This design comes from an exercise in tuning for small area, a short achievable clock period and few clock cycles on the open sky130 flow, not from production work. RTL that was checked went through simulation tests only; none was proved equivalent to the original. No functional check of the RTL was part of runs 2 and 3. Power figures rest on the tool's default switching activity, not on a simulated workload.

==> flow/design.v <==
module sap3_core (
    input  wire         clk,
    input  wire         rst,           
    input  wire         step,          
    output wire [15:0]  imem_addr,     
    input  wire [31:0]  imem_data,     
    input  wire [15:0]  prog_len,      
    input  wire [7:0]   in_value,      
    output wire [8:0]   dmem_addr,     
    input  wire [7:0]   dmem_rdata,    
    output wire         dmem_we,       
    output wire [7:0]   dmem_wdata,
    output wire         ready,         
    output wire         stopped,       
    output wire         halted,
    output wire [3:0]   fault,
    output wire [7:0]   acc,
    output wire [127:0] regs,          
    output wire [8:0]   sp,
    output wire         flag_c,
    output wire         flag_z,
    output wire         out_valid,
    output wire [7:0]   out_data,
    output wire         print_valid,
    output wire [15:0]  print_tmpl
);
    localparam [3:0] F_UNKNOWN = 4'd1, F_STACK_OVF = 4'd7, F_STACK_UNF = 4'd8;
    reg [15:0]  pc;
    reg [8:0]   sp_q;
    reg [7:0]   a_q;
    reg [7:0]   r_q [0:15];
    reg         c_q, z_q;
    reg         halt_q;
    reg [3:0]   fault_q;
    reg         stop_q;        
    wire [31:0] ir  = imem_data;
    wire [5:0]  t   = ir[31:26];
    wire [3:0]  ra  = ir[25:22];
    wire [3:0]  rb  = ir[21:18];
    wire [15:0] v   = ir[15:0];
    wire lo0x = !t[5] && !t[4];           
    wire lo1x = !t[5] &&  t[4];           
    wire [3:0] tl = t[3:0];
    wire is_nop   = lo0x && tl == 4'h0;
    wire is_lda   = lo0x && tl == 4'h1;
    wire is_sta   = lo0x && tl == 4'h2;
    wire is_ldr   = lo0x && tl == 4'h3;
    wire is_str   = lo0x && tl == 4'h4;
    wire is_ldi   = lo0x && tl == 4'h5;
    wire is_ldri  = lo0x && tl == 4'h6;
    wire is_movrr = lo0x && tl == 4'h7;
    wire is_movra = lo0x && tl == 4'h8;
    wire is_movar = lo0x && tl == 4'h9;
    wire is_addr  = lo0x && tl == 4'hA;
    wire is_addm  = lo0x && tl == 4'hB;
    wire is_sub   = lo0x && tl == 4'hC;
    wire is_and   = lo0x && tl == 4'hD;
    wire is_or    = lo0x && tl == 4'hE;
    wire is_xor   = lo0x && tl == 4'hF;
    wire is_not   = lo1x && tl == 4'h0;
    wire is_inc   = lo1x && tl == 4'h1;
    wire is_dec   = lo1x && tl == 4'h2;
    wire is_rol   = lo1x && tl == 4'h3;
    wire is_ror   = lo1x && tl == 4'h4;
    wire is_jmp   = lo1x && tl == 4'h5;
    wire is_jz    = lo1x && tl == 4'h6;
    wire is_jnz   = lo1x && tl == 4'h7;
    wire is_jc    = lo1x && tl == 4'h8;
    wire is_jnc   = lo1x && tl == 4'h9;
    wire is_push  = lo1x && tl == 4'hA;
    wire is_pop   = lo1x && tl == 4'hB;
    wire is_in    = lo1x && tl == 4'hC;
    wire is_outa  = lo1x && tl == 4'hD;
    wire is_outr  = lo1x && tl == 4'hE;
    wire is_hlt   = lo1x && tl == 4'hF;
    wire is_print = (t == 6'h20);
    wire is_fault = (t == 6'h3F);
    wire [6:0] gz = { ir[3:0] == 4'd0, ir[7:4] == 4'd0, !ir[8], ir[15:9] == 7'd0,
                      ir[17:16] == 2'd0, ir[21:18] == 4'd0, ir[25:22] == 4'd0 };
    reg [6:0] req;       
    reg       known;     
    always @(*) begin
        known = 1'b1;
        case (t)
            6'h00, 6'h10, 6'h11, 6'h12, 6'h13, 6'h14,
            6'h1A, 6'h1B, 6'h1C, 6'h1D, 6'h1F:        req = 7'b1111111;
            6'h01, 6'h02, 6'h0B, 6'h0C, 6'h0D, 6'h0E,
            6'h0F:                                    req = 7'b0001111;
            6'h03, 6'h04:                             req = 7'b0001110;
            6'h05:                                    req = 7'b0011111;
            6'h06:                                    req = 7'b0011110;
            6'h07:                                    req = 7'b1111100;
            6'h08, 6'h0A, 6'h1E:                      req = 7'b1111110;
            6'h09:                                    req = 7'b1111101;
            6'h15, 6'h16, 6'h17, 6'h18, 6'h19, 6'h20: req = 7'b0000111;
            6'h3F:                                    req = 7'b0111111;
            default: begin                            req = 7'b0000000; known = 1'b0; end
        endcase
    end
    wire legal = known && ((req & ~gz) == 7'd0);
    wire z25_9  = gz[0] && gz[1] && gz[2] && gz[3];
    wire z21_9  = gz[1] && gz[2] && gz[3];
    wire z21_0  = gz[1] && gz[2] && gz[3] && gz[4] && gz[5] && gz[6];
    wire z25_0  = gz[0] && z21_0;
    wire z25_16 = gz[0] && gz[1] && gz[2];
    wire sp_zero = (sp_q == 9'd0);
    wire sp_full = (sp_q == 9'd511);
    wire exc_ovf = is_push && sp_zero;
    wire exc_unf = is_pop && sp_full;
    wire exc_any = !legal || (is_fault && !gz[6]) || exc_ovf || exc_unf;
    wire [3:0] exc = !legal   ? F_UNKNOWN :
                     is_fault ? ir[3:0] :
                     exc_ovf  ? F_STACK_OVF : F_STACK_UNF;
    wire accept = step && !stop_q;
    wire commit = accept && !exc_any;
    wire [7:0] rval = r_q[ra];
    wire [9:0] spi_c, spd_b;
    wire [8:0] sp_inc, sp_dec;
    assign spi_c[0] = 1'b1;
    assign spd_b[0] = 1'b1;
    genvar g;
    generate
        for (g = 0; g < 9; g = g + 1) begin : spx
            assign sp_inc[g]  = sp_q[g] ^ spi_c[g];
            assign spi_c[g+1] = sp_q[g] & spi_c[g];
            assign sp_dec[g]  = sp_q[g] ^ spd_b[g];
            assign spd_b[g+1] = !sp_q[g] & spd_b[g];
        end
    endgenerate
    wire we_sta  = is_sta && z25_9;
    wire we_str  = is_str && z21_9;
    wire we_push = is_push && z25_0 && !sp_zero;
    assign dmem_we     = accept && (we_sta || we_str || we_push);
    assign out_valid   = accept && ((is_outa && z25_0) || (is_outr && z21_0));
    assign print_valid = accept && is_print && z25_16;
    assign dmem_addr  = t[4] ? (t[0] ? sp_inc : sp_q) : v[8:0];
    wire [7:0] st_data = (t[2] && !t[0]) ? rval : a_q;
    assign dmem_wdata = st_data;
    assign out_data   = st_data;
    assign print_tmpl = v;
    wire [7:0] mem_rdata = dmem_rdata;
    wire sel_rval = (t[3] && !t[2] && !t[0]) || (!t[3] && t[2] && t[1] && t[0]);
    wire sel_imm  = !t[3] && t[2];
    wire sel_in   = t[4] && t[2];
    wire [7:0] opb = sel_rval ? rval :
                     sel_imm  ? v[7:0] :
                     sel_in   ? in_value : mem_rdata;
    wire ar_sub = !t[4] && t[2];             
    wire ar_one = t[4];                      
    wire ar_dec = t[4] && t[1];              
    wire [7:0] add_x  = ar_one ? {8{ar_dec}} : (opb ^ {8{ar_sub}});
    wire       add_ci = ar_sub || (ar_one && !ar_dec);
    wire [9:0] add_w = {1'b0, a_q, 1'b1} + {1'b0, add_x, add_ci};
    wire [7:0] sum   = add_w[8:1];
    wire       cout  = add_w[9];
    reg is_arith_c, is_rot_c;
    reg [3:0] lut;       
    always @(*) begin
        is_arith_c = 1'b0;
        is_rot_c   = 1'b0;
        lut        = 4'b1010;                   
        case (t[4:0])
            5'h0A, 5'h0B, 5'h0C, 5'h11, 5'h12: is_arith_c = 1'b1;
            5'h13, 5'h14:                      is_rot_c   = 1'b1;
            5'h0D: lut = 4'b1000;               
            5'h0E: lut = 4'b1110;               
            5'h0F: lut = 4'b0110;               
            5'h10: lut = 4'b0011;               
            default: ;
        endcase
    end
    wire [7:0] rot = t[0] ? {a_q[6:0], a_q[7]} : {a_q[0], a_q[7:1]};
    reg  [7:0] logic_res;
    integer b;
    always @(*)
        for (b = 0; b < 8; b = b + 1)
            logic_res[b] = lut[{a_q[b], opb[b]}];
    wire [7:0] alu_res = is_arith_c ? sum : is_rot_c ? rot : logic_res;
    wire alu_z = is_addr || is_addm || is_sub || is_and || is_or || is_xor ||
                 is_not || is_inc || is_dec || is_rol || is_ror || is_in;
    wire a_wr  = alu_z || is_lda || is_ldi || is_movra || is_pop;
    wire c_wr  = is_addr || is_addm;
    wire taken = is_jmp || (is_jz && z_q) || (is_jnz && !z_q) ||
                 (is_jc && c_q) || (is_jnc && !c_q);
    wire [16:0] pci_c;
    wire [15:0] pc_inc;
    assign pci_c[0] = 1'b1;
    generate
        for (g = 0; g < 16; g = g + 1) begin : pcx
            assign pc_inc[g]  = pc[g] ^ pci_c[g];
            assign pci_c[g+1] = pc[g] & pci_c[g];
        end
    endgenerate
    wire [15:0] pc_d   = rst ? 16'd0 : (taken ? v : pc_inc);
    wire        pc_en  = rst || (commit && !is_hlt);
    always @(posedge clk)
        if (pc_en) pc <= pc_d;
    wire stop_en = rst || accept;
    wire stop_d  = (!rst && (exc_any || is_hlt)) || (pc_d == prog_len);
    always @(posedge clk)
        if (stop_en) stop_q <= stop_d;
    wire halt_en = rst || (accept && (exc_any || is_hlt));
    always @(posedge clk)
        if (halt_en) halt_q <= !rst;
    wire fault_en = rst || (accept && exc_any);
    always @(posedge clk)
        if (fault_en) fault_q <= rst ? 4'd0 : exc;
    wire       sp_en = rst || (commit && (is_push || is_pop));
    wire [8:0] sp_d  = rst ? 9'd511 : (t[0] ? sp_inc : sp_dec);
    always @(posedge clk)
        if (sp_en) sp_q <= sp_d;
    wire a_en = rst || (commit && a_wr);
    always @(posedge clk)
        if (a_en) a_q <= rst ? 8'd0 : alu_res;
    wire z_en = rst || (commit && alu_z);
    always @(posedge clk)
        if (z_en) z_q <= !rst && (alu_res == 8'd0);
    wire c_en = rst || (commit && c_wr);
    always @(posedge clk)
        if (c_en) c_q <= !rst && cout;
    wire       rf_we   = commit && (is_ldr || is_ldri || is_movrr || is_movar);
    wire       rf_by_a = t[1] && !(t[0] && t[2]);
    wire [3:0] rf_wsel = rf_by_a ? ra : rb;
    wire [7:0] rf_d    = rst ? 8'd0 : (t[3] ? a_q : opb);
    generate
        for (g = 0; g < 16; g = g + 1) begin : rf
            always @(posedge clk)
                if (rst || (rf_we && rf_wsel == g))
                    r_q[g] <= rf_d;
        end
    endgenerate
    assign imem_addr   = pc;
    assign ready       = 1'b1;
    assign stopped     = stop_q;
    assign halted      = halt_q;
    assign fault       = fault_q;
    assign acc         = a_q;
    assign sp          = sp_q;
    assign flag_c      = c_q;
    assign flag_z      = z_q;
    genvar k;
    generate
        for (k = 0; k < 16; k = k + 1) begin : regs_out
            assign regs[8*k +: 8] = r_q[k];
        end
    endgenerate
endmodule
==> flow/flow/run.sh <==
#!/bin/bash
# The standard layout, with the port buffers that ORFS inserts at global
# placement made sky130_fd_sc_hd__buf_1 (ORFS otherwise picks a delay buffer,
# clkdlybuf4s50_1). Every other step is the standard one.
set -euo pipefail
bash standard.sh 'BUFFER_PORTS_ARGS=-buffer_cell sky130_fd_sc_hd__buf_1' finish > standard_flow.log 2>&1
==> flow/standard.sh <==
#!/bin/bash
# synth_recipe.tcl (not shown) runs the flow's synth.tcl, then flattens the netlist and writes it again
# the make line also repeats each setting of config.mk as NAME=value (left out here)
make -C /OpenROAD-flow-scripts/flow DESIGN_CONFIG=/design/flow/config.mk WORK_HOME=/design/flow/orfs CLKGATE_MAP_FILE= SYNTH_SCRIPT=/design/flow/synth_recipe.tcl "${@:-finish}"
==> flow/config.mk <==
export PLATFORM = sky130hd
export DESIGN_NAME = sap3_core
export DESIGN_NICKNAME = sap3_core
export VERILOG_FILES = /design/flow/design.v
export SDC_FILE = /design/flow/constraint.sdc
export NUM_CORES = 4
export LEC_CHECK = 0
export ABC_AREA = 1
export CAP_MARGIN = 20
export CORE_MARGIN = 2
export CORE_UTILIZATION = 60
export SETUP_SLACK_MARGIN = 4.6
export SLEW_MARGIN = 20
==> flow/constraint.sdc <==
create_clock -name core_clock -period 10.0 [get_ports {clk}]
set_input_delay 2.0000 -clock core_clock [delete_from_list [all_inputs] [get_ports {clk}]]
set_output_delay 2.0000 -clock core_clock [all_outputs]
set_load 0.01 [all_outputs]
==> results of run 1 <==
[per-layer routing]
layer | vias up | GRT usage [%] | wire length, um
met5 | - | 0 | 0
met4 | 0 | 13.68 | 1494
met3 | 118 | 7.845 | 4557
met2 | 772 | 57.74 | 16190
met1 | 4755 | 51.80 | 13280
li1 | 4713 | - | -
[power by group]
part / switching, mW / internal (mW) / total [mW]
registers: 0.0457 / 0.852 / 0.898
logic: 0.294 / 0.141 / 0.435
clock network: 0.337 / 0.343 / 0.680
total: 0.677 / 1.34 / 2.01
[layout make-up]
cell class / instances / area share, %
flip-flops and latches: 169 / 38.94
repair buffers: 326 / 12.30
well taps: 220 / 2.112
inverters: 118 / 3.849
multi-input cells: 888 / 38.04
clock inverters: 15 / 1.498
clock buffers: 17 / 3.264
[cell families (layout without fill, tap and decap cells)]
logic type,after synthesis,in the layout,synth area share (%)
other,1,1,0.03664
and+or+nand+nor,647,647,26.24
xor gates and xnor gates,18,18,1.540
adders and majority gates,44,44,5.452
AOI/OAI and AO/OA,178,178,9.754
buffers and inverters,171,476,7.395
DFF,169,169,49.58
[flip-flops by register name (all words and copies together), names as in the netlist]
signal and flops:
halt_q 1, r_q 128, c_q 1, z_q 1, fault_q 4, a_q 8, pc 16, sp_q 9
stop_q 1
[worst max-delay path: cells and delay by family]
kind                       cells  cell delay, ps
adders and majority gates      1             230
buffers and inverters          5             650
AOI/OAI and AO/OA              1             170
and+or+nand+nor                2             370
[cells in the final DEF, fill, tap and decap left out, types with 18 or more instances in the layout]
cell	netlist	final
a21oi_1	45	44
buf_1	3	256
buf_4	25	37
clkbuf_16	0	18
edfxtp_1	169	169
ha_1	43	41
inv_1	114	101
nand2_1	372	340
nand2_2	3	25
nand3_1	98	94
nor2_1	126	94
nor2_4	2	30
o21ai_0	88	71
o21ai_1	13	19
or2_2	22	22
[repair_timing]
| item | in CTS | in global routing |
|---|---|---|
| endpoints found under the setup margin | 105 | 25 |
| buffers inserted | 11 | 21 |
| gates cloned | 0 | 1 |
| hold endpoints to repair | 0 | 0 |
| hold buffers | 0 | 0 |
| pin swaps | 12 | 37 |
| gates resized for setup | 141 | 99 |
[per-stage QoR]
stage / util [%] / hold WS [ps]
finish: 78.32 / 676.6
detailed placement: 68.20 / 654.5
floorplan: - / 672.2
CTS: 75.20 / 673.0
global route: 78.32 / 688.6
global placement: 68.20 / 653.9
[path summary, 6_finish.rpt]
| check | from | to | slack, ps | depth (start not counted) |
|---|---|---|---|---|
| max | imem_data[26] | dmem_we | 4570 | 9 |
| max reg2reg | pc[0] | stop_q | 5730 | 24 |
| min | sp_q[0] | sp_q[0] | 680 | 1 |
| min reg2reg | sp_q[0] | sp_q[0] | 680 | 1 |
==> results.toml, run 1 <==
[synth]
yosysSeqAreaShare_pct = 49.58
synthTopCellsByArea = "edfxtp_1 (50%), nand2_1 (14%), ha_1 (5.3%)"
ys_warn_count = 2
synth_area_leader_cell = "edfxtp_1"
yosys_most_used_dff = "edfxtp_1"
synth-edff-count = 169
synthCells = 1228
synth_commonest_cells = "nand2_1 (372), edfxtp_1 (169), nor2_1 (126)"
syn_area_um2 = 10240
syn_nets = 1339
ys_types = 43
async_flop_share_pct = 0
syn_avg_cell_area_um2 = 8.336
ys_seq_elements = 169
synth_top_area_share_pct = 49.58
yosysMostFrequentCell = "nand2_1"

[finish]
multiInputGateArea_um2 = 4959
fin_cells = 1753
fillers = 1180
drive_above_1_share_pct = 15.66
final_net_count = 1631
syn2layout_area_growth_pct = 27.33
antennaDiodeCount = 0
seq_area_um2 = 5075
stdcell_area_um2 = 13030

[timing]
hold_viol_final = 0
slew_violations = 0
skew_ps = 12.27
layout_min_cycle_time_ps = 5427
fin_ws_ps = 4573
finalCritPeriodShare_pct = 54.27
finalSetupViolCount = 0
worst_pin_slew_ps = 1031
rsz0062_at_grt = "yes"
clock.fmax_mhz = 184.3
tns_ps = 0
slew_headroom_pct = 30.81

[global_route]
overflow = 0
grt_max_degree = 39
grt_pass1_vias = 9058
grt_pass1_wl_mm = 50.42
grt_util_all_layers_pct = 37.09
antenna_found_initial = 0

[detailed_routing]
ant_nets = 0
remaining_drc_errors = 0
num_vias = 10360
drtIter0Drc = 1430
drt_first_pass_iters = 6
viasPerCell = 5.909
post_drt_wl_per_cell_um = 20.26
wl_mm = 35.52

[clock_tree]
cts_sinks = 169
htree_levels = 4
clk_latency_ps = 440
cts_buffers = 17
cts_tree = "done"
root_buffer = "clkbuf_16"
path_clk_slew_ps = 70
cts_max_path_buffers = 2

[placement]
gp_congestion = 0.9381
dp_hpwl_mm = 24.91
placed_cell_area_um2 = 11350
portBuffers = 279
dp_cells = 1688
place_ws_ps = 3583

[die]
coreArea_um2 = 16640
die_h_um = 134.6
rows = 47
die_x_um = 134.6
die-area_um2 = 18120
start_util_pct = 61.51
boundaryPins = 281

[critical_path]
crit_type = "in -> out"
cp_cell_sequence = "clkbuf_2, buf_12, clkinvlp_4, ha_2, inv_1, nor3_2, nand4_1, a21oi_2, buf_2"
cpMaxStageDelayCell = "ha_2"
cp-start-kind = "primary input"
crit_path_max_incr_delay_ps = 230
endpoint_kind = "primary output"
cp_max_fo = 14
worst_ep_required_time_ps = 8000
worstPathArrival_ps = 3430

[min_path]
min_path_type = "reg -> reg"

[power]
finalPower_mw = 2.013
peakVddDrop_mv = 0.1253
power_density_nw_per_um2 = 154.5
p_leak_nw = 5.519

[job]
cap_violations = 0

[outcome]
status = "timing/DRC/antenna clean"
Testbench counts, summed over its fixed seeds: cycles 120,658.
==> run 2, diff against run 1 <==
--- a/flow/design.v
+++ b/flow/design.v
@@ -150,9 +150,15 @@
     wire ar_dec = t[4] && t[1];              
     wire [7:0] add_x  = ar_one ? {8{ar_dec}} : (opb ^ {8{ar_sub}});
     wire       add_ci = ar_sub || (ar_one && !ar_dec);
-    wire [9:0] add_w = {1'b0, a_q, 1'b1} + {1'b0, add_x, add_ci};
-    wire [7:0] sum   = add_w[8:1];
-    wire       cout  = add_w[9];
+    wire [8:0] cy;
+    wire [7:0] sum;
+    assign cy[0] = add_ci;
+    generate
+        for (g = 0; g < 8; g = g + 1) begin : addr_bits
+            assign sum[g]  = a_q[g] ^ add_x[g] ^ cy[g];
+            assign cy[g+1] = (a_q[g] & add_x[g]) | (cy[g] & (a_q[g] ^ add_x[g]));
+        end
+    endgenerate
     reg is_arith_c, is_rot_c;
     reg [3:0] lut;       
     always @(*) begin
@@ -217,7 +223,7 @@
         if (z_en) z_q <= !rst && (alu_res == 8'd0);
     wire c_en = rst || (commit && c_wr);
     always @(posedge clk)
-        if (c_en) c_q <= !rst && cout;
+        if (c_en) c_q <= !rst && cy[8];
     wire       rf_we   = commit && (is_ldr || is_ldri || is_movrr || is_movar);
     wire       rf_by_a = t[1] && !(t[0] && t[2]);
     wire [3:0] rf_wsel = rf_by_a ? ra : rb;
--- a/flow/config.mk
+++ b/flow/config.mk
@@ -8,6 +8,6 @@
 export ABC_AREA = 1
 export CAP_MARGIN = 20
 export CORE_MARGIN = 2
-export CORE_UTILIZATION = 60
-export SETUP_SLACK_MARGIN = 4.6
+export CORE_UTILIZATION = 40
+export SETUP_SLACK_MARGIN = 4.5
 export SLEW_MARGIN = 20
==> run 2 against run 1 <==
Compared with the run above:
- maximum frequency fell by 14%
- synthesized area up 0.62%
- worst hold slack improved by 21 ps
- sequential power is essentially flat
- die area is 49% higher
- critical path depth is 20 higher
- via count is 0.25% lower
- first-iteration DRC count down 20%
- final area up 2.7%
- clock power increased by 6.2%
- largest cell class unchanged
==> results.toml, run 2 <==
[synth]
synth_area_leader_cell = "edfxtp_1"
synthXorXnorAreaFrac_pct = 1.446
synth_commonest_cells = "nand2_1 (333), edfxtp_1 (169), inv_1 (127)"
ys_warn_count = 2
ys_seq_elements = 169
synth-simple-area-share_pct = 26.14
yosysMostFrequentCell = "nand2_1"
synthTopCellsByArea = "edfxtp_1 (49%), nand2_1 (12%), nand3_1 (5.5%)"
synth-compound-area-share_pct = 9.135
yosys_most_used_dff = "edfxtp_1"
syn_area_um2 = 10300
async_flop_share_pct = 0
syn_avg_cell_area_um2 = 8.422
ys_types = 44
yosysSeqAreaShare_pct = 49.27
synth_top_area_share_pct = 49.27
synthCells = 1223
synthAdderAreaFrac_pct = 5.685
synthMuxAreaShare_pct = 0
syn_nets = 1332
synth-edff-count = 169
synth_top_family_by_area = "simple AND/OR/NAND/NOR gates"

[detailed_routing]
num_vias = 10330
drtIter0Drc = 1146
topRoutingLayerUsed = "met4"
wl_met2_mm = 18.36
wl_met3_mm = 3.949
wl_met1_mm = 16.08
ant_nets = 0
post_drt_wl_per_cell_um = 21.05
drt_first_pass_iters = 8
wl_mm = 39.78
remaining_drc_errors = 0
viasPerCell = 5.467

[timing]
layout_min_cycle_time_ps = 6304
finalSetupViolCount = 0
tns_ps = 0
slew_violations = 0
skew_ps = 17.08
clock.fmax_mhz = 158.6
worst_pin_slew_ps = 1045
hold_viol_final = 0
finalCritPeriodShare_pct = 63.04
slew_headroom_pct = 29.88
rsz0062_at_grt = "yes"

[die]
start_util_pct = 40.78
rows = 58
die-area_um2 = 27050
die_x_um = 164.5
boundaryPins = 281
die_h_um = 164.5
coreArea_um2 = 25250

[power]
internal_power_mw = 1.361
finalPower_mw = 2.073
power.switching_mw = 0.7125
peakVddDrop_mv = 0.1087
power_density_nw_per_um2 = 154.9
p_leak_nw = 5.607
p_sw_share_pct = 34.36
p_clk_share_pct = 34.8
combPwrFrac_pct = 21.7
p_seq_share_pct = 43.5

[finish]
fin_cells = 1890
fillers = 2381
final_cell_mix = "nand2_1 (323), buf_1 (266), edfxtp_1 (169)"
syn2layout_area_growth_pct = 29.98
reg_top3 = "r_q: 128 flops, pc: 16 flops, sp_q: 9 flops"
top_register = "r_q"
drive_above_1_share_pct = 15.59
layout_commonest_cell = "nand2_1"
final_net_count = 1655
largest_reg_flops = 128

[critical_path]
crit_buf_inv = 5
cp-start-kind = "primary input"
crit_path_max_incr_delay_ps = 440
cp_top_family = "adder cells"
crit_type = "in -> reg"
cpMostUsedCell = "fa_2"
cpMaxStageDelayCell = "fa_2"
endpoint_kind = "flop"
cp_max_fo = 6
worstPathArrival_ps = 6500
worst_ep_required_time_ps = 10200

[clock_tree]
path_clk_slew_ps = 80
cts_buffers = 17
cts_tree = "done"
htree_levels = 4
cts_max_path_buffers = 2
clk_latency_ps = 450
root_buffer = "clkbuf_16"
cts_hold_buf = 0
cts_sinks = 169

[placement]
gp_congestion = 0.9476
dp_cells = 1790
dp_hpwl_mm = 28.74
portBuffers = 279

[global_route]
grt_max_degree = 36
grt_pass1_wl_mm = 57.17
grt_util_all_layers_pct = 28.80
grt_pass1_vias = 9724
antenna_found_initial = 1
overflow = 0

[job]
cap_violations = 0

[min_path]
min_path_type = "reg -> reg"

[outcome]
status = "timing/DRC/antenna clean"
-- run 2: changes by cell type after synthesis, moves of 5 or more --
cell     change
nand2_1     -39
nand3_1     +15
nor2_2      +10
fa_1         +7
ha_1         -9
nand4_1      +5
a21oi_1      -6
inv_1       +13
nor2_1      -12
-- run 2: power by group through the flow --
stage | clock network [mW] | logic, mW | registers [mW]
floorplan | 0 | 0.211 | 0.923
global placement | 0 | 0.380 | 0.916
detailed placement | 0 | 0.379 | 0.916
CTS | 0.726 | 0.432 | 0.900
global route | 0.753 | 0.491 | 0.905
finish | 0.722 | 0.451 | 0.901
-- run 2: through the flow --
stage | area (um^2) | utilization (%) | worst slack, ps | hold WS (ps)
2_1_floorplan | 10350 | - | 3347 | 671.9
3_3_place_gp | 11580 | 45.85 | 2295 | 660.1
3_5_place_dp | 11580 | 45.85 | 2154 | 681.5
4_1_cts | 13200 | 52.26 | 3749 | 700.1
5_1_grt | 13390 | 53.01 | 3524 | 735.8
6_report | 13390 | 53.01 | 3696 | 698.1
-- run 2: layer usage --
metal  track usage (%)  up-vias
met4             11.07        0
met5                 0        -
met3             6.102       84
met1             37.77     4901
met2             46.86      617
li1                  -     4730
-- run 2: what timing repair did --
| item | in CTS | in global routing |
|---|---|---|
| setup endpoints to repair | 74 | 39 |
| gates resized for setup | 135 | 33 |
| pin swaps | 25 | 7 |
| cloned | 5 | 0 |
| buffers inserted | 51 | 11 |
-- run 2: layout make-up --
| cell class | count | area, um^2 | area share [%] |
|---|---|---|---|
| Sequential cell | 169 | 5075 | 37.91 |
| Multi-Input combinational cell | 863 | 4812 | 35.94 |
| Timing Repair Buffer | 359 | 1873 | 13.99 |
| Inverter | 135 | 561.8 | 4.196 |
| Clock buffer | 17 | 425.4 | 3.178 |
| Tap cell | 330 | 412.9 | 3.084 |
| Clock inverter | 15 | 220.2 | 1.645 |
| Timing Repair inverter | 1 | 5.005 | 0.03738 |
| Antenna cell | 1 | 2.502 | 0.01869 |
-- run 2: logic make-up (layout without fill, tap and decap cells) --
group / after synthesis / after routing
AOI/OAI and AO/OA: 171 / 171
DFF: 169 / 169
and+or+nand+nor: 631 / 632
other: 1 / 2
buffers and inverters: 192 / 527
xor gates and xnor gates: 17 / 17
adders and majority gates: 42 / 42
-- run 2: worst paths after layout --
kind                                     from      end  slack (ps)  depth (start not counted)
worst min register to register        sp_q[0]  sp_q[0]         700                          1
worst min-delay path                  sp_q[0]  sp_q[0]         700                          1
worst max-delay path            imem_data[22]      z_q        3700                         29
worst max register to register      r_q[8][0]      z_q        5110                         25
==> run 3, diff against run 2 <==
--- a/flow/config.mk
+++ b/flow/config.mk
@@ -5,7 +5,6 @@
 export SDC_FILE = /design/flow/constraint.sdc
 export NUM_CORES = 4
 export LEC_CHECK = 0
-export ABC_AREA = 1
 export CAP_MARGIN = 20
 export CORE_MARGIN = 2
 export CORE_UTILIZATION = 40
==> run 3 against run 2 <==
Compared with the run above:
- worst hold slack lost 13 ps
- wire length shrank 0.74%
- sequential share of layout area shrank 0.51 points
- final area grew 1.4%
- critical path depth shrank 6
- utilization shrank 0.94 points
- global-route usage shrank 2.2 points
- power shrank 0.80%
- first-iteration DRC count grew 2.0%
- cell count shrank 15%
- clock-buffer cell count is the same
- largest cell class is now multi-input gates
- largest power group unchanged
- highest routed layer unchanged
==> results.toml, run 3 <==
[critical_path]
reg2reg_slack_ps = 4690
worst_ep_required_time_ps = 10200
rr_worst_depth = 21
cpMaxStageDelayCell = "or4_4"
cp-start-kind = "primary input"
crit_type = "in -> reg"
endpoint_kind = "flop"
cp_top_family = "adder cells"
cpMostUsedCell = "fa_2"
r2r_start = "r_q[7][1]"
crit_path_max_incr_delay_ps = 570
crit_buf_inv = 4
worstPathArrival_ps = 6830
cp_cell_sequence = "clkbuf_16, or4_4, nor2_4, nor2_2, a211oi_4, xor2_1, o21ai_1, fa_2, inv_2, fa_2, fa_2, fa_2, inv_2, fa_2, inv_2, fa_2, fa_2, fa_2, nand2_1, nand2_1, a31oi_2, nor2_1, and4_1"
cp_max_fo = 5
r2r-end = "z_q"

[finish]
fillers = 2311
multiInputGateArea_um2 = 5465
layout_commonest_cell = "buf_1"
final_cell_mix = "buf_1 (258), edfxtp_1 (169), nand2_1 (97)"
drive_above_1_share_pct = 18.44
fin_cells = 1604
seq_area_um2 = 5075
largest_reg_flops = 128
reg_top3 = "r_q: 128 flops, pc: 16 flops, sp_q: 9 flops"
antennaDiodeCount = 0
top_register = "r_q"
final_net_count = 1365
syn2layout_area_growth_pct = 27.87

[clock_tree]
cts_hold_buf = 0
root_buffer = "clkbuf_16"
clk_latency_ps = 440
cts_buffers = 17
cts_sinks = 169
htree_levels = 4
cts_max_path_buffers = 2
path_clk_slew_ps = 80
cts_tree = "done"

[synth]
async_flop_share_pct = 0
syn_area_um2 = 10610
synth_top_area_share_pct = 47.82
syn_nets = 1094
syn_avg_cell_area_um2 = 10.77
ys_warn_count = 2
yosys_most_used_dff = "edfxtp_1"
ys_types = 89
ys_seq_elements = 169
yosysSeqAreaShare_pct = 47.82
synth_commonest_cells = "edfxtp_1 (169), nand2_1 (101), nor2_1 (69)"
synth-edff-count = 169
yosysMostFrequentCell = "edfxtp_1"
synthTopCellsByArea = "edfxtp_1 (48%), mux2i_1 (5.7%), ha_1 (4.0%)"
synth_area_leader_cell = "edfxtp_1"
synthCells = 985

[die]
rows = 59
boundaryPins = 281
die_h_um = 166.9
die-area_um2 = 27850
start_util_pct = 40.73
die_x_um = 166.9
coreArea_um2 = 26060

[timing]
worst_pin_slew_ps = 1133
slew_violations = 0
hold_viol_final = 0
finalSetupViolCount = 0
rsz0062_at_grt = "yes"
finalCritPeriodShare_pct = 66.37
clock.fmax_mhz = 150.7
slew_headroom_pct = 24.18
layout_min_cycle_time_ps = 6637
skew_ps = 14.32
tns_ps = 0
fin_ws_ps = 3363

[placement]
dp_hpwl_mm = 27.04
dp_cells = 1530
place_ws_ps = 1939
portBuffers = 279
gp_congestion = 0.9433

[global_route]
antenna_found_initial = 0
grt_max_degree = 50
grt_pass1_vias = 8751
grt_util_all_layers_pct = 26.56
grt_use_met3_pct = 5.442
overflow = 0
top_usage_layer = "met2"
grt_pass1_wl_mm = 55.67
met2_usage_pct = 41.33
grtUsageMet1_pct = 36.67

[detailed_routing]
viasPerCell = 5.949
drt_first_pass_iters = 5
remaining_drc_errors = 0
num_vias = 9542
ant_nets = 0
post_drt_wl_per_cell_um = 24.62
wl_mm = 39.49
drtIter0Drc = 1169

[power]
p_leak_nw = 4.984
peakVddDrop_mv = 0.1038
power_density_nw_per_um2 = 151.6

[min_path]
min-delay-start = "sp_q[0]"
min_path_type = "reg -> reg"
min_to = "sp_q[0]"
holdPathStages = 1

[job]
cap_violations = 0

[outcome]
status = "timing/DRC/antenna clean"
==> run 3: cell types whose count changed in the layout (fill, tap and decap cells not counted), sizes merged, moves of 16 or more <==
| cell | change |
|---|---|
| buf | -25 |
| inv | -102 |
| mux2i | +60 |
| nand2 | -238 |
| nand2b | +16 |
| nand3 | -85 |
| nor2 | -55 |
| o21ai | -46 |
| or2 | -23 |
==> run 3: worst max-delay path by stage <==
stage | start | endpoint | slack, ps | cells after the start
final | imem_data[23] | z_q | 3360 | 23
after global routing | imem_data[23] | z_q | 3170 | 23
after CTS | imem_data[23] | z_q | 3380 | 23
after detailed placement | imem_data[22] | z_q | 1940 | 23
after global placement | imem_data[22] | z_q | 2000 | 23
after floorplan | imem_data[24] | z_q | 3110 | 23
==> run 3: kinds of logic (layout without fill, tap and decap cells) <==
group	count (synthesis)	in the layout	synth area share [%]
mux	74	74	7.251
xor+xnor	29	29	2.393
compound gates	220	220	14.51
simple gates	329	329	16.01
flops	169	169	47.82
fa+ha+maj	42	42	5.518
buf+inv	121	405	6.461
other cells	1	1	0.03534
==> run 3: per-stage QoR <==
stage	instance area [um^2]	hold WS [ps]	util (%)	power, mW
floorplan	10730	674.9	-	1.152
global placement	11800	650.6	45.29	1.308
detailed placement	11800	667.0	45.29	1.304
CTS	13140	689.6	50.42	2.023
global route	13570	719.8	52.08	2.122
finish	13570	684.7	52.08	2.057
==> run 3: power breakdown <==
part / switching [mW] / internal [mW] / total [mW]
Combinational: 0.288 / 0.178 / 0.467
Clock: 0.347 / 0.342 / 0.689
Sequential: 0.0521 / 0.849 / 0.901
==> run 3: area by class of cell <==
cell class / instances / share of cell area [%]
well taps: 335 / 3.089
flip-flops and latches: 169 / 37.40
clock buffers: 17 / 3.135
multi-input cells: 695 / 40.27
inverters: 32 / 0.9128
clock inverters: 15 / 1.420
repair buffers: 341 / 13.77
==> run 3: timing repair <==
action	4_1_cts	5_1_grt
pin swaps	26	19
gates cloned	7	1
buffers inserted	15	19
resized for setup	107	60
setup endpoints to repair	145	25
==> run 3: per-layer routing <==
metal	wire length, um	share of wire [%]
met5	0	0
met4	1328	3.4
met2	18220	46
met1	15810	40
met3	4127	10
==> run 4, diff against run 3 <==
--- a/flow/design.v
+++ b/flow/design.v
@@ -150,15 +150,9 @@
     wire ar_dec = t[4] && t[1];              
     wire [7:0] add_x  = ar_one ? {8{ar_dec}} : (opb ^ {8{ar_sub}});
     wire       add_ci = ar_sub || (ar_one && !ar_dec);
-    wire [8:0] cy;
-    wire [7:0] sum;
-    assign cy[0] = add_ci;
-    generate
-        for (g = 0; g < 8; g = g + 1) begin : addr_bits
-            assign sum[g]  = a_q[g] ^ add_x[g] ^ cy[g];
-            assign cy[g+1] = (a_q[g] & add_x[g]) | (cy[g] & (a_q[g] ^ add_x[g]));
-        end
-    endgenerate
+    wire [9:0] add_w = {1'b0, a_q, 1'b1} + {1'b0, add_x, add_ci};
+    wire [7:0] sum   = add_w[8:1];
+    wire       cout  = add_w[9];
     reg is_arith_c, is_rot_c;
     reg [3:0] lut;       
     always @(*) begin
@@ -182,6 +176,12 @@
         for (b = 0; b < 8; b = b + 1)
             logic_res[b] = lut[{a_q[b], opb[b]}];
     wire [7:0] alu_res = is_arith_c ? sum : is_rot_c ? rot : logic_res;
+    wire [7:0] add_p  = a_q ^ add_x;
+    wire [7:0] add_k  = {a_q[6:0] | add_x[6:0], add_ci};
+    wire       z_add  = (add_p == add_k);
+    wire       z_rot  = (a_q == 8'd0);        
+    wire       z_log  = (logic_res == 8'd0);
+    wire       alu_zero = is_arith_c ? z_add : is_rot_c ? z_rot : z_log;
     wire alu_z = is_addr || is_addm || is_sub || is_and || is_or || is_xor ||
                  is_not || is_inc || is_dec || is_rol || is_ror || is_in;
     wire a_wr  = alu_z || is_lda || is_ldi || is_movra || is_pop;
@@ -220,10 +220,10 @@
         if (a_en) a_q <= rst ? 8'd0 : alu_res;
     wire z_en = rst || (commit && alu_z);
     always @(posedge clk)
-        if (z_en) z_q <= !rst && (alu_res == 8'd0);
+        if (z_en) z_q <= !rst && alu_zero;
     wire c_en = rst || (commit && c_wr);
     always @(posedge clk)
-        if (c_en) c_q <= !rst && cy[8];
+        if (c_en) c_q <= !rst && cout;
     wire       rf_we   = commit && (is_ldr || is_ldri || is_movrr || is_movar);
     wire       rf_by_a = t[1] && !(t[0] && t[2]);
     wire [3:0] rf_wsel = rf_by_a ? ra : rb;
--- a/flow/config.mk
+++ b/flow/config.mk
@@ -5,6 +5,7 @@
 export SDC_FILE = /design/flow/constraint.sdc
 export NUM_CORES = 4
 export LEC_CHECK = 0
+export ABC_AREA = 1
 export CAP_MARGIN = 20
 export CORE_MARGIN = 2
 export CORE_UTILIZATION = 40
==> run 4 against run 3 <==
Compared with the run above:
- maximum frequency rose by 19%
- clock-buffer cell count did not move
- synthesized area rose by 3.3%
- sequential share of layout area fell by 0.16 points
- clock power rose by 6.4%
- wire length rose by 0.16%
- largest power group unchanged
- critical endpoint is now out_valid
- register-to-register slack improved by 1100 ps
- combinational power barely moved
- final area rose by 0.43%
- non-clock buffer count fell by 20
- setup slack improved by 1100 ps
==> results.toml, run 4 <==
[synth]
syn_nets = 1433
synthCells = 1316
yosysSeqAreaShare_pct = 46.30
ys_seq_elements = 169
yosysMostFrequentCell = "nand2_1"
syn_avg_cell_area_um2 = 8.329
ys_types = 51
synthTopCellsByArea = "edfxtp_1 (46%), nand2_1 (13%), nand3_1 (6.4%)"
ys_warn_count = 2
async_flop_share_pct = 0
syn_area_um2 = 10960
synth_commonest_cells = "nand2_1 (373), edfxtp_1 (169), nand3_1 (140)"
synth-edff-count = 169
synth_top_area_share_pct = 46.30
synth_area_leader_cell = "edfxtp_1"
yosys_most_used_dff = "edfxtp_1"

[timing]
worst_pin_slew_ps = 1082
layout_min_cycle_time_ps = 5559
hold_viol_final = 0
tns_ps = 0
skew_ps = 15.33
slew_headroom_pct = 27.34
clock.fmax_mhz = 179.9
finalSetupViolCount = 0
finalCritPeriodShare_pct = 55.59
rsz0062_at_grt = "yes"
slew_violations = 0

[critical_path]
r2r_start = "pc[0]"
crit_cells = 8
worst_ep_required_time_ps = 8000
crit_start = "imem_data[26]"
crit_path_end = "out_valid"
crit_path_max_incr_delay_ps = 420
endpoint_kind = "primary output"
cp_max_fo = 12
cpMostUsedCell = "buf_2"
reg2reg_slack_ps = 5820
r2r-end = "stop_q"
crit_type = "in -> out"
rr_worst_depth = 25
worstPathArrival_ps = 3560
cpMaxStageDelayCell = "a2111oi_4"
cp_cell_sequence = "buf_2, buf_12, ha_2, inv_1, nor2_2, nand2_1, a2111oi_4, buf_2"
cp-start-kind = "primary input"
crit_buf_inv = 4
cp_top_family = "buffers and inverters"

[finish]
largest_reg_flops = 128
final_cell_mix = "nand2_1 (356), buf_1 (256), edfxtp_1 (169)"
stdcell_area_um2 = 13630
final_net_count = 1713
top_register = "r_q"
syn2layout_area_growth_pct = 24.35
reg_top3 = "r_q: 128 flops, pc: 16 flops, sp_q: 9 flops"
layout_commonest_cell = "nand2_1"
drive_above_1_share_pct = 14.17

[min_path]
min_path_type = "reg -> reg"

[global_route]
grt_pass1_vias = 9750
grt_pass1_wl_mm = 56.77
overflow = 0
grt_max_degree = 46
antenna_found_initial = 1
grt_util_all_layers_pct = 26.23

[clock_tree]
clk_latency_ps = 440
cts_max_path_buffers = 2
cts_hold_buf = 0
cts_buffers = 17
root_buffer = "clkbuf_16"
cts_tree = "done"
htree_levels = 4
cts_sinks = 169
path_clk_slew_ps = 80

[job]
cap_violations = 0

[outcome]
status = "timing/DRC/antenna clean"

[power]
power_density_nw_per_um2 = 154.2
peakVddDrop_mv = 0.1202
p_leak_nw = 5.969

[placement]
placed_cell_area_um2 = 12090
gp_congestion = 0.9194
dp_hpwl_mm = 29.23
portBuffers = 279

[detailed_routing]
wl_mm = 39.55
drt_first_pass_iters = 5
num_vias = 10600
viasPerCell = 5.431
ant_nets = 0
drtIter0Drc = 1176
post_drt_wl_per_cell_um = 20.26
remaining_drc_errors = 0

[die]
boundaryPins = 281
die_h_um = 169.5
start_util_pct = 40.67
coreArea_um2 = 26950
rows = 60
die_x_um = 169.5
die-area_um2 = 28740
==> run 4: kinds of logic (layout without fill, tap and decap cells) <==
kind of cell	Yosys count	after routing	share of synthesized area, %
AOI/OAI and AO/OA	158	158	8.938
xor gates and xnor gates	19	19	1.518
adders and majority gates	50	50	5.776
buffers and inverters	217	508	9.018
DFF	169	169	46.30
other	1	3	0.03421
and+or+nand+nor	702	704	28.41
==> run 4: power by group <==
| part | internal (mW) | switching (mW) |
|---|---|---|
| clock network | 0.359 | 0.375 |
| logic | 0.149 | 0.321 |
| registers | 0.852 | 0.0467 |
| total | 1.36 | 0.743 |
==> run 4: final cells by class <==
class	count	area, um^2
Multi-Input combinational cell	932	5250
Fill cell	2564	13320
Clock inverter	15	237.7
Tap cell	341	426.7
Inverter	155	604.3
Sequential cell	169	5075
Clock buffer	17	425.4
Timing Repair Buffer	321	1605
Antenna cell	2	5.005
==> run 4: through the flow <==
stage	util, %	setup slack [ps]	power, mW	cells	hold slack, ps
after floorplan	-	4564	1.172	1316	672.5
after global placement	44.85	3360	1.328	1882	679.3
after detailed placement	44.85	3323	1.331	1882	691.5
after CTS	49.08	4362	2.077	1936	709.3
after global routing	50.55	4365	2.183	1950	715.4
final	50.57	4441	2.102	1952	704.1
==> run 4: per-layer routing <==
layer / GRT usage (%) / wire, um / vias up
met5: 0 / 0 / -
met4: 8.138 / 906 / 0
met3: 4.897 / 2817 / 55
met2: 42.18 / 18500 / 497
met1: 36.03 / 17320 / 5084
li1: - / - / 4966
==> run 4: timing repair <==
item	in CTS	in global routing
endpoints found under the setup margin	28	23
setup buffers	20	9
cloned	2	5
resized for setup	81	74
hold endpoints to repair	0	0
pin swaps	14	24
==> run 4: how the worst min path moves through the flow <==
stage / from / endpoint / slack, ps / cells after the start
after floorplan: sp_q[0] / sp_q[0] / 670 / 1
after global placement: sp_q[0] / sp_q[0] / 680 / 1
after detailed placement: sp_q[0] / sp_q[0] / 690 / 1
after CTS: sp_q[0] / sp_q[0] / 710 / 1
after global routing: sp_q[0] / sp_q[0] / 720 / 1
final: sp_q[0] / sp_q[0] / 700 / 1
==> run 4: worst reg2reg max path: cells and delay by family, from the launching register on <==
| kind | cells | cell delay, ps |
|---|---|---|
| AOI/OAI and AO/OA | 1 | 110 |
| adders and majority gates | 14 | 2640 |
| DFF | 1 | 440 |
| and+or+nand+nor | 9 | 720 |
| xor gates and xnor gates | 1 | 150 |
Testbench counts of run 4, summed over its fixed seeds: cycles 120,658.
==> run 5, diff against run 4 <==
==> flow/flow/run.sh (replaced) <==
#!/bin/bash
# The standard layout (standard.sh), with two changes:
#  - synthesis maps the logic with an area-oriented ABC script (flow/area.script,
#    through flow/synth_abc.tcl, which otherwise runs synth_recipe.tcl as it is);
#  - the port buffers that ORFS inserts at global placement are
#    sky130_fd_sc_hd__buf_1 (ORFS otherwise picks the delay cell clkdlybuf4s50_1).
set -euo pipefail
work=$(pwd)
export FLOW_SYNTH_TCL=$work/synth_recipe.tcl
export FLOW_ABC_SCRIPT=$work/flow/area.script
bash standard.sh "SYNTH_SCRIPT=$work/flow/synth_abc.tcl" \
  'BUFFER_PORTS_ARGS=-buffer_cell sky130_fd_sc_hd__buf_1' finish > standard_flow.log 2>&1
==> flow/flow/area.script (new file) <==
&get -n
&st
&dch
&nf
&put
==> flow/flow/synth_abc.tcl (new file) <==
# The standard synthesis (synth_recipe.tcl in the work folder, unchanged),
# with one difference: Yosys's abc pass runs the ABC script named by
# FLOW_ABC_SCRIPT instead of ORFS's abc_area/abc_speed script. Only the
# combinational mapping changes; the registers are the standard synthesis's.
proc abc {args} {
  set i [lsearch -exact $args -script]
  if { $i >= 0 } { lset args [expr {$i + 1}] $::env(FLOW_ABC_SCRIPT) }
  yosys abc {*}$args
}
source $::env(FLOW_SYNTH_TCL)
==> run 5 against run 4 <==
Compared with the run above:
- clock-buffer cell count is the same
- still clean
- flip-flop and latch count is the same
- largest cell class is now sequential cells
- via count decreased by 16%
- non-clock buffer count rose by 29
- maximum frequency shrank 0.84%
- final area decreased by 5.4%
- critical path depth shrank 1
- worst hold slack worse by 33 ps
- largest power group unchanged
- critical path type unchanged
- setup slack got worse by 47 ps
==> results.toml, run 5 <==
[critical_path]
r2r_start = "pc[0]"
worst_ep_required_time_ps = 8000
crit_start = "imem_data[12]"
rr_worst_depth = 20
worstPathArrival_ps = 3610
reg2reg_slack_ps = 5590
cp_cell_sequence = "buf_6, or4_4, nor4_4, nand3_2, nor4_4, and4_1, buf_2"
crit_type = "in -> out"
cp-start-kind = "primary input"
cp_max_fo = 2
endpoint_kind = "primary output"
crit_buf_inv = 2
cpMostUsedCell = "nor4_4"
crit_cells = 7
cpMaxStageDelayCell = "or4_4"
crit_path_max_incr_delay_ps = 540
r2r-end = "stop_q"
cp_top_family = "simple AND/OR/NAND/NOR gates"
crit_path_end = "out_valid"

[synth]
synthTopCellsByArea = "edfxtp_1 (53%), ha_1 (6.4%), a22oi_1 (4.4%)"
ys_warn_count = 2
syn_area_um2 = 9615
synth_top_area_share_pct = 52.78
yosysMostFrequentCell = "edfxtp_1"
syn_nets = 947
ys_types = 56
synth_commonest_cells = "edfxtp_1 (169), a21oi_1 (76), o21ai_0 (59)"
syn_avg_cell_area_um2 = 11.58
synth_area_leader_cell = "edfxtp_1"
yosys_most_used_dff = "edfxtp_1"
synthCells = 830
yosysSeqAreaShare_pct = 52.78
synth-edff-count = 169
async_flop_share_pct = 0
ys_seq_elements = 169

[finish]
final_cell_mix = "buf_1 (252), edfxtp_1 (169), a21oi_1 (69)"
largest_reg_flops = 128
fillers = 2092
top_register = "r_q"
fin_util_pct = 54.75
final_net_count = 1291
syn2layout_area_growth_pct = 34.04
antennaDiodeCount = 0
reg_top3 = "r_q: 128 flops, pc: 16 flops, sp_q: 9 flops"
drive_above_1_share_pct = 18.62
stdcell_area_um2 = 12890
layout_commonest_cell = "buf_1"

[power]
peakVddDrop_mv = 0.1349
finalPower_mw = 2.056
p_leak_nw = 4.727
power_density_nw_per_um2 = 159.5

[placement]
portBuffers = 279
dp_hpwl_mm = 24.90
gp_congestion = 0.9177
placed_cell_area_um2 = 11100

[clock_tree]
cts_buffers = 17
cts_tree = "done"
cts_hold_buf = 0
path_clk_slew_ps = 70
cts_sinks = 169
cts_max_path_buffers = 2
clk_latency_ps = 440
htree_levels = 4
root_buffer = "clkbuf_16"

[die]
die_x_um = 159.0
die-area_um2 = 25300
rows = 56
boundaryPins = 281
die_h_um = 159.0
coreArea_um2 = 23540
start_util_pct = 40.84

[timing]
finalCritPeriodShare_pct = 56.06
finalSetupViolCount = 0
worst_pin_slew_ps = 942.9
slew_violations = 0
skew_ps = 14.02
tns_ps = 0
hold_viol_final = 0
rsz0062_at_grt = "yes"
clock.fmax_mhz = 178.4
slew_headroom_pct = 37.14
layout_min_cycle_time_ps = 5606
hold_ws_ps = 670.9

[min_path]
holdPathStages = 1
min-delay-start = "pc[0]"
min_path_type = "reg -> reg"

[global_route]
antenna_found_initial = 0
overflow = 0
grt_max_degree = 55
grt_util_all_layers_pct = 26.51
grt_pass1_wl_mm = 51.30
grt_pass1_vias = 8342

[detailed_routing]
num_vias = 8854
remaining_drc_errors = 0
post_drt_wl_per_cell_um = 23.55
drtIter0Drc = 663
ant_nets = 0
viasPerCell = 5.879
wl_mm = 35.46
drt_first_pass_iters = 5

[outcome]
status = "timing/DRC/antenna clean"

[job]
cap_violations = 0
==> run 5: cell count changes after synthesis, sizes merged, moves of 20 or more <==
cell	before	now
nor2	128	54
nand2	385	50
a21oi	41	76
nand3	150	11
buf	45	25
o211ai	25	3
a22oi	3	56
clkinv	1	28
inv	154	0
==> run 5: cells by family (layout without fill, tap and decap cells) <==
family | count (synthesis) | count (layout) | share of synthesized area (%)
xor+xnor | 37 | 37 | 3.370
simple gates | 215 | 215 | 11.96
other cells | 1 | 1 | 0.03900
mux | 27 | 27 | 3.735
flops | 169 | 169 | 52.78
buf+inv | 53 | 410 | 3.045
fa+ha+maj | 50 | 50 | 6.584
compound gates | 278 | 278 | 18.49
==> run 5: per-stage QoR <==
stage                     cells  setup WS (ps)
after floorplan             830           4522
after global placement     1421           3223
after detailed placement   1421           3212
after CTS                  1490           4279
after global routing       1506           4292
final                      1506           4394
==> run 5: final cells by class <==
cell class                 instances  area, um^2  share of cell area (%)
sequential                       169        5075                   39.37
multi-input combinational        608        4793                   37.19
timing repair buffer             350        1862                   14.45
clock buffer                      17       425.4                   3.301
tap                              319       399.1                   3.097
clock inverter                    15       225.2                   1.747
inverter                          28       108.9                  0.8446
==> run 5: metal layers <==
| metal | up-vias | track usage [%] | part of all wire [%] |
|---|---|---|---|
| met4 | 0 | 8.058 | 2.7 |
| met1 | 4319 | 35.55 | 41 |
| met3 | 51 | 5.314 | 8.5 |
| li1 | 3989 | - | - |
| met5 | - | 0 | 0 |
| met2 | 495 | 43.56 | 48 |
==> run 5: worst min path at each step <==
stage / slack, ps / to
after global routing: 700 / pc[0]
after floorplan: 680 / pc[0]
after global placement: 650 / sp_q[0]
after CTS: 670 / pc[0]
final: 670 / pc[0]
after detailed placement: 660 / pc[0]
==> run 5: where the power goes <==
part | total, mW | switching, mW | leakage (nW) | internal (mW)
Combinational | 0.443 | 0.276 | 2.71 | 0.167
Clock | 0.709 | 0.355 | 0.312 | 0.354
Sequential | 0.904 | 0.0516 | 1.71 | 0.852
==> run 5: timing repair <==
action,CTS,global route
endpoints found under the setup margin,171,40
buffers inserted,36,12
pin swaps,35,40
gates resized for setup,109,67
gates cloned,1,4
==> run 6, diff against run 5 <==
==> flow/flow/area.script (replaced) <==
&get -n
&st
&dch
&nf -R 1000
&put
==> run 6 against run 5 <==
Compared with the run above:
- still clean
- sequential power rose by 0.7%
- sequential share of layout area rose by 0.22 points
- cell count rose by 1.3%
- largest cell class unchanged
==> results.toml, run 6 <==
[outcome]
status = "timing/DRC/antenna clean"

[timing]
tns_ps = 0
slew_violations = 0
worst_pin_slew_ps = 1118
skew_ps = 24.88
clock.fmax_mhz = 174.5
finalSetupViolCount = 0
finalCritPeriodShare_pct = 57.30
hold_viol_final = 0
slew_headroom_pct = 25.48
layout_min_cycle_time_ps = 5730
rsz0062_at_grt = "yes"

[finish]
top_register = "r_q"
final_cell_mix = "buf_1 (253), edfxtp_1 (169), a21oi_1 (83)"
syn2layout_area_growth_pct = 34.59
seq_area_um2 = 5075
reg_top3 = "r_q: 128 flops, pc: 16 flops, sp_q: 9 flops"
final_net_count = 1309
fillers = 2064
largest_reg_flops = 128
layout_commonest_cell = "buf_1"
drive_above_1_share_pct = 20.25
fin_util_pct = 54.77
multiInputGateArea_um2 = 4792

[synth]
synthTopCellsByArea = "edfxtp_1 (53%), ha_1 (6.4%), a21oi_1 (4.9%)"
yosys_most_used_dff = "edfxtp_1"
synth-compound-area-share_pct = 17.68
async_flop_share_pct = 0
syn_nets = 973
synth-edff-count = 169
synthMuxAreaShare_pct = 3.639
synth_area_leader_cell = "edfxtp_1"
synthAdderAreaFrac_pct = 6.648
yosysSeqAreaShare_pct = 53.29
synth_top_family_by_area = "compound AO/OA/AOI/OAI gates"
synthXorXnorAreaFrac_pct = 3.587
ys_types = 50
synth_commonest_cells = "edfxtp_1 (169), a21oi_1 (94), nand2_1 (77)"
syn_area_um2 = 9523
synthCells = 856
ys_warn_count = 2
ys_seq_elements = 169
yosysMostFrequentCell = "edfxtp_1"
synth_top_area_share_pct = 53.29
synth-simple-area-share_pct = 11.48
syn_avg_cell_area_um2 = 11.12

[placement]
gp_congestion = 0.9250
dp_hpwl_mm = 25.14
portBuffers = 279

[clock_tree]
cts_tree = "done"
cts_sinks = 169
cts_max_path_buffers = 2
clk_latency_ps = 440
path_clk_slew_ps = 70
cts_buffers = 17
cts_hold_buf = 0
htree_levels = 4
root_buffer = "clkbuf_16"

[detailed_routing]
ant_nets = 0
drt_first_pass_iters = 5
drtIter0Drc = 867
viasPerCell = 5.865
remaining_drc_errors = 0
wl_mm = 35.89
post_drt_wl_per_cell_um = 23.53
num_vias = 8944

[critical_path]
cpMostUsedCell = "nor4_4"
worstPathArrival_ps = 3730
cp_top_family = "simple AND/OR/NAND/NOR gates"
crit_buf_inv = 2
crit_path_max_incr_delay_ps = 550
worst_ep_required_time_ps = 8000
cpMaxStageDelayCell = "or4_4"
crit_type = "in -> out"
cp-start-kind = "primary input"
endpoint_kind = "primary output"
cp_max_fo = 2
cp_cell_sequence = "buf_6, or4_4, nor4_4, nand3_2, nor4_4, a41oi_2, nor2_2, buf_2"

[min_path]
min_path_type = "reg -> reg"

[power]
p_leak_nw = 4.558
finalPower_mw = 2.064
power_density_nw_per_um2 = 161.0
peakVddDrop_mv = 0.1139

[die]
boundaryPins = 281
die_x_um = 158.3
die_h_um = 158.3
die-area_um2 = 25060
rows = 56
coreArea_um2 = 23400
start_util_pct = 40.69

[global_route]
overflow = 0
grt_pass1_vias = 8180
grt_util_all_layers_pct = 27.37
grt_max_degree = 57
antenna_found_initial = 1
grt_pass1_wl_mm = 50.20

[job]
cap_violations = 0
==> run 6: per-layer routing <==
| metal | share of wire, % | global-route usage, % | vias to the layer above |
|---|---|---|---|
| met5 | 0 | 0 | - |
| met3 | 9.6 | 5.634 | 78 |
| met4 | 3.5 | 10.04 | 0 |
| li1 | - | - | 3980 |
| met2 | 48 | 44.70 | 535 |
| met1 | 39 | 36.16 | 4351 |
==> run 6: area by class of cell <==
cell class              count  area share, %
flip-flops and latches    169          39.59
multi-input cells         621          37.39
repair buffers            341          13.73
clock buffers              17          3.319
well taps                 319          3.114
clock inverters            15          1.591
inverters                  42          1.240
diodes                      1        0.01952
==> run 6: final timing paths <==
kind,endpoint,slack [ps],from,depth (start not counted)
max,dmem_we,4270,imem_data[11],8
min,pc[0],660,pc[0],1
max reg2reg,stop_q,5710,pc[0],20
min reg2reg,pc[0],660,pc[0],1
==> run 6: report_power, final <==
group	switching [mW]	total, mW	internal, mW	leakage (nW)
Sequential	0.0551	0.910	0.854	1.71
Combinational	0.290	0.460	0.170	2.55
Clock	0.346	0.694	0.348	0.303
==> run 6: cells by family after synthesis <==
kind of cell,Yosys count
adders and majority gates,50
and+or+nand+nor,229
buffers and inverters,67
muxes,27
AOI/OAI and AO/OA,274
other,1
DFF,169
xor gates and xnor gates,39
==> run 6: repair_timing <==
item / CTS / global route
resized for setup: 119 / 99
endpoints found under the setup margin: 170 / 145
cloned: 1 / 2
pin swaps: 29 / 51
setup buffers: 17 / 31
==> run 6: stage by stage <==
step	hold WS [ps]	setup WS [ps]	std cells	cell area, um^2
after global placement	646.9	3458	1441	10940
after global routing	705.9	4191	1524	12810
after detailed placement	651.2	3427	1441	10940
after floorplan	678.5	4519	856	9565
after CTS	662.2	4244	1491	12170
final	659.3	4270	1525	12820
==> run 7, diff against run 6 <==
--- a/flow/design.v
+++ b/flow/design.v
@@ -176,12 +176,6 @@
         for (b = 0; b < 8; b = b + 1)
             logic_res[b] = lut[{a_q[b], opb[b]}];
     wire [7:0] alu_res = is_arith_c ? sum : is_rot_c ? rot : logic_res;
-    wire [7:0] add_p  = a_q ^ add_x;
-    wire [7:0] add_k  = {a_q[6:0] | add_x[6:0], add_ci};
-    wire       z_add  = (add_p == add_k);
-    wire       z_rot  = (a_q == 8'd0);        
-    wire       z_log  = (logic_res == 8'd0);
-    wire       alu_zero = is_arith_c ? z_add : is_rot_c ? z_rot : z_log;
     wire alu_z = is_addr || is_addm || is_sub || is_and || is_or || is_xor ||
                  is_not || is_inc || is_dec || is_rol || is_ror || is_in;
     wire a_wr  = alu_z || is_lda || is_ldi || is_movra || is_pop;
@@ -220,7 +214,7 @@
         if (a_en) a_q <= rst ? 8'd0 : alu_res;
     wire z_en = rst || (commit && alu_z);
     always @(posedge clk)
-        if (z_en) z_q <= !rst && alu_zero;
+        if (z_en) z_q <= !rst && (alu_res == 8'd0);
     wire c_en = rst || (commit && c_wr);
     always @(posedge clk)
         if (c_en) c_q <= !rst && cout;
==> run 7 against run 6 <==
Compared with the run above:
- still clean on timing, DRC and antenna
- sequential power decreased by 0.5%
- register-to-register slack got worse by 170 ps
- utilization about the same
- clock-buffer cell count unchanged
- worst hold slack improved by 6.4 ps
- combinational power decreased by 6.3%
- non-clock buffer count decreased by 7
- clock skew decreased by 9.5 ps
- sequential share of layout area increased by 1.2 points
- setup slack got worse by 58 ps
- critical endpoint unchanged
- highest routed layer is now met5
==> results.toml, run 7 <==
[synth]
synth_area_leader_cell = "edfxtp_1"
yosysSeqAreaShare_pct = 54.61
ys_types = 46
synth_top_area_share_pct = 54.61
synth_commonest_cells = "edfxtp_1 (169), a21oi_1 (91), nand2_1 (74)"
ys_warn_count = 2
synth-edff-count = 169
yosysMostFrequentCell = "edfxtp_1"
syn_nets = 950
synthTopCellsByArea = "edfxtp_1 (55%), ha_1 (5.8%), a21oi_1 (4.9%)"
syn_avg_cell_area_um2 = 11.08
synthCells = 839
ys_seq_elements = 169
yosys_most_used_dff = "edfxtp_1"
syn_area_um2 = 9293
async_flop_share_pct = 0

[die]
rows = 55
die_x_um = 156.4
coreArea_um2 = 22710
boundaryPins = 281
die-area_um2 = 24470
die_h_um = 156.4
start_util_pct = 40.92

[finish]
top_register = "r_q"
multiInputGateArea_um2 = 4506
drive_above_1_share_pct = 19.14
fin_util_pct = 54.73
final_net_count = 1279
reg_top3 = "r_q: 128 flops, pc: 16 flops, sp_q: 9 flops"
final_cell_mix = "buf_1 (248), edfxtp_1 (169), a21oi_1 (82)"
largest_reg_flops = 128
seq_area_um2 = 5075
syn2layout_area_growth_pct = 33.74
layout_commonest_cell = "buf_1"
fillers = 1985

[timing]
finalSetupViolCount = 0
clock.fmax_mhz = 172.8
fin_ws_ps = 4212
tns_ps = 0
rsz0062_at_grt = "yes"
slew_violations = 0
layout_min_cycle_time_ps = 5788
skew_ps = 15.35
finalCritPeriodShare_pct = 57.88
worst_pin_slew_ps = 1053
slew_headroom_pct = 29.83
hold_viol_final = 0

[placement]
gp_congestion = 0.9475
place_ws_ps = 3332
portBuffers = 279
dp_hpwl_mm = 26.37

[min_path]
min-delay-start = "pc[0]"
min_path_type = "reg -> reg"
holdPathStages = 1
min_to = "pc[0]"

[critical_path]
worst_ep_required_time_ps = 8000
crit_type = "in -> out"
worstPathArrival_ps = 3790
reg2reg_slack_ps = 5540
cp_max_fo = 3
cp-start-kind = "primary input"
rr_worst_depth = 20
endpoint_kind = "primary output"
r2r_start = "pc[0]"
r2r-end = "stop_q"

[global_route]
overflow = 0
grt_pass1_vias = 8303
grt_util_all_layers_pct = 28.91
antenna_found_initial = 1
grt_pass1_wl_mm = 52.00
grt_max_degree = 49

[clock_tree]
clk_latency_ps = 440
cts_buffers = 17
root_buffer = "clkbuf_16"
cts_max_path_buffers = 2
cts_hold_buf = 0
cts_tree = "done"
path_clk_slew_ps = 70
htree_levels = 4
cts_sinks = 169

[power]
finalPower_mw = 2.015
power_density_nw_per_um2 = 162.2
p_leak_nw = 4.489
peakVddDrop_mv = 0.1309

[detailed_routing]
wl_mm = 36.98
remaining_drc_errors = 0
post_drt_wl_per_cell_um = 25.21
ant_nets = 0
drtIter0Drc = 896
viasPerCell = 6.125
num_vias = 8985
drt_first_pass_iters = 6

[outcome]
status = "timing/DRC/antenna clean"

[job]
cap_violations = 0
## run 7: cell count changes in the layout (fill, tap and decap cells not counted), moves of 6 or more
cell      previous run  this run
a222oi_1             0         6
xnor2_1             26         5
a22oi_2             32        11
xor2_1              13        22
a211oi_1             8        20
nor3_1               5        12
buf_6               14        21
mux2i_1             20        13
nand2_1             61        54
buf_4               47        38
nor2_1              30        55
clkinv_1            40        32
## run 7: power by group
group	total [mW]	leakage, nW	internal [mW]	switching, mW
Sequential	0.905	1.71	0.853	0.0517
Clock	0.680	0.298	0.342	0.338
Combinational	0.431	2.48	0.152	0.279
Total	2.02	4.49	1.35	0.668
## run 7: layout make-up
cell class | count | share of cell area [%]
sequential | 169 | 40.83
multi-input combinational | 612 | 36.25
timing repair buffer | 334 | 14.02
clock buffer | 17 | 3.423
tap | 285 | 2.869
clock inverter | 15 | 1.520
inverter | 34 | 1.057
antenna | 1 | 0.02013
## run 7: logic make-up (layout without fill, tap and decap cells)
group | Yosys count | count (layout) | share of synthesized area, %
AOI/OAI and AO/OA | 260 | 260 | 17.37
and+or+nand+nor | 257 | 258 | 12.94
DFF | 169 | 169 | 54.61
buffers and inverters | 59 | 400 | 3.393
adders and majority gates | 44 | 44 | 6.005
xor gates and xnor gates | 27 | 27 | 2.545
muxes | 22 | 22 | 3.097
other | 1 | 2 | 0.04035
## run 7: layer usage
layer	global-route usage (%)	vias up	wire length [um]
met3	8.363	91	4430
met2	46.38	646	17160
li1	-	3925	-
met5	0	-	11
met1	37.30	4321	14060
met4	10.66	2	1319
## run 7: worst max path at each step
stage             startpoint        end  slack [ps]  depth (start not counted)
5_1_grt        imem_data[11]    dmem_we        4190                          8
4_1_cts        imem_data[11]    dmem_we        4150                          8
6_report       imem_data[18]    dmem_we        4210                          8
2_1_floorplan  imem_data[18]    dmem_we        4520                          6
3_5_place_dp   imem_data[26]  r_q[1][3]        3330                         16
3_3_place_gp   imem_data[26]  r_q[5][3]        3420                         16
## run 7: critical path: stages
cell and delay (ps):
buf_6 100, or4_4 600, nor3_4 210, nand2_2 110
nor4b_4 270, nand3_1 140, a21oi_2 190, buf_2 160
## run 7: stage by stage
stage	cell area, um^2	std cells	hold slack [ps]
5_1_grt	12430	1466	687.6
3_5_place_dp	10660	1393	644.6
2_1_floorplan	9319	839	678.5
6_report	12430	1467	665.7
4_1_cts	12040	1450	655.1
3_3_place_gp	10660	1393	640.6
## run 7: timing repair
item	CTS	global route
pin swaps	36	44
hold endpoints to repair	0	0
gates resized for setup	150	65
endpoints found under the setup margin	169	166
setup buffers	25	14
gates cloned	0	2
Testbench counts of run 7, summed over its fixed seeds: cycles 120,658.

==> port drivers added, routing unchanged <==
The flow's constraints put no driver on any port. The routed layouts listed below were extracted and timed again, unchanged, in two steps.
Step 1 sets driving cells, clkbuf_16 on the clock port and buf_2 on the other inputs (assumed; they add their load-dependent delay and slew).
Step 2 also shifts input and output timing later by t, the mid clock arrival at the registers, as if the neighbouring blocks saw the same clock.
Three values: ideal, step 1, step 2; two values: the first two.
run | shift t [ns] | setup slack, ns | worst data-port slew with drivers (ns)
run 1 | 0.476 | 4.573 / 4.543 / 4.359 | 0.08
run 2 | 0.487 | 3.696 / 3.647 / 3.160 | 0.11
run 3 | 0.483 | 3.363 / 3.282 / 2.799 | 0.18
run 4 | 0.481 | 4.441 / 4.416 / 4.272 | 0.08
run 5 | 0.476 | 4.394 / 4.344 / 4.110 | 0.20
run 6 | 0.477 | 4.270 / 4.229 / 4.064 | 0.16
run 7 | 0.482 | 4.212 / 4.173 / 4.059 | 0.13
After both steps setup and hold are still met in every run listed. For run 3, which loses most, drivers alone change the setup slack by -0.081 ns; drivers and shift together by -0.564 ns.
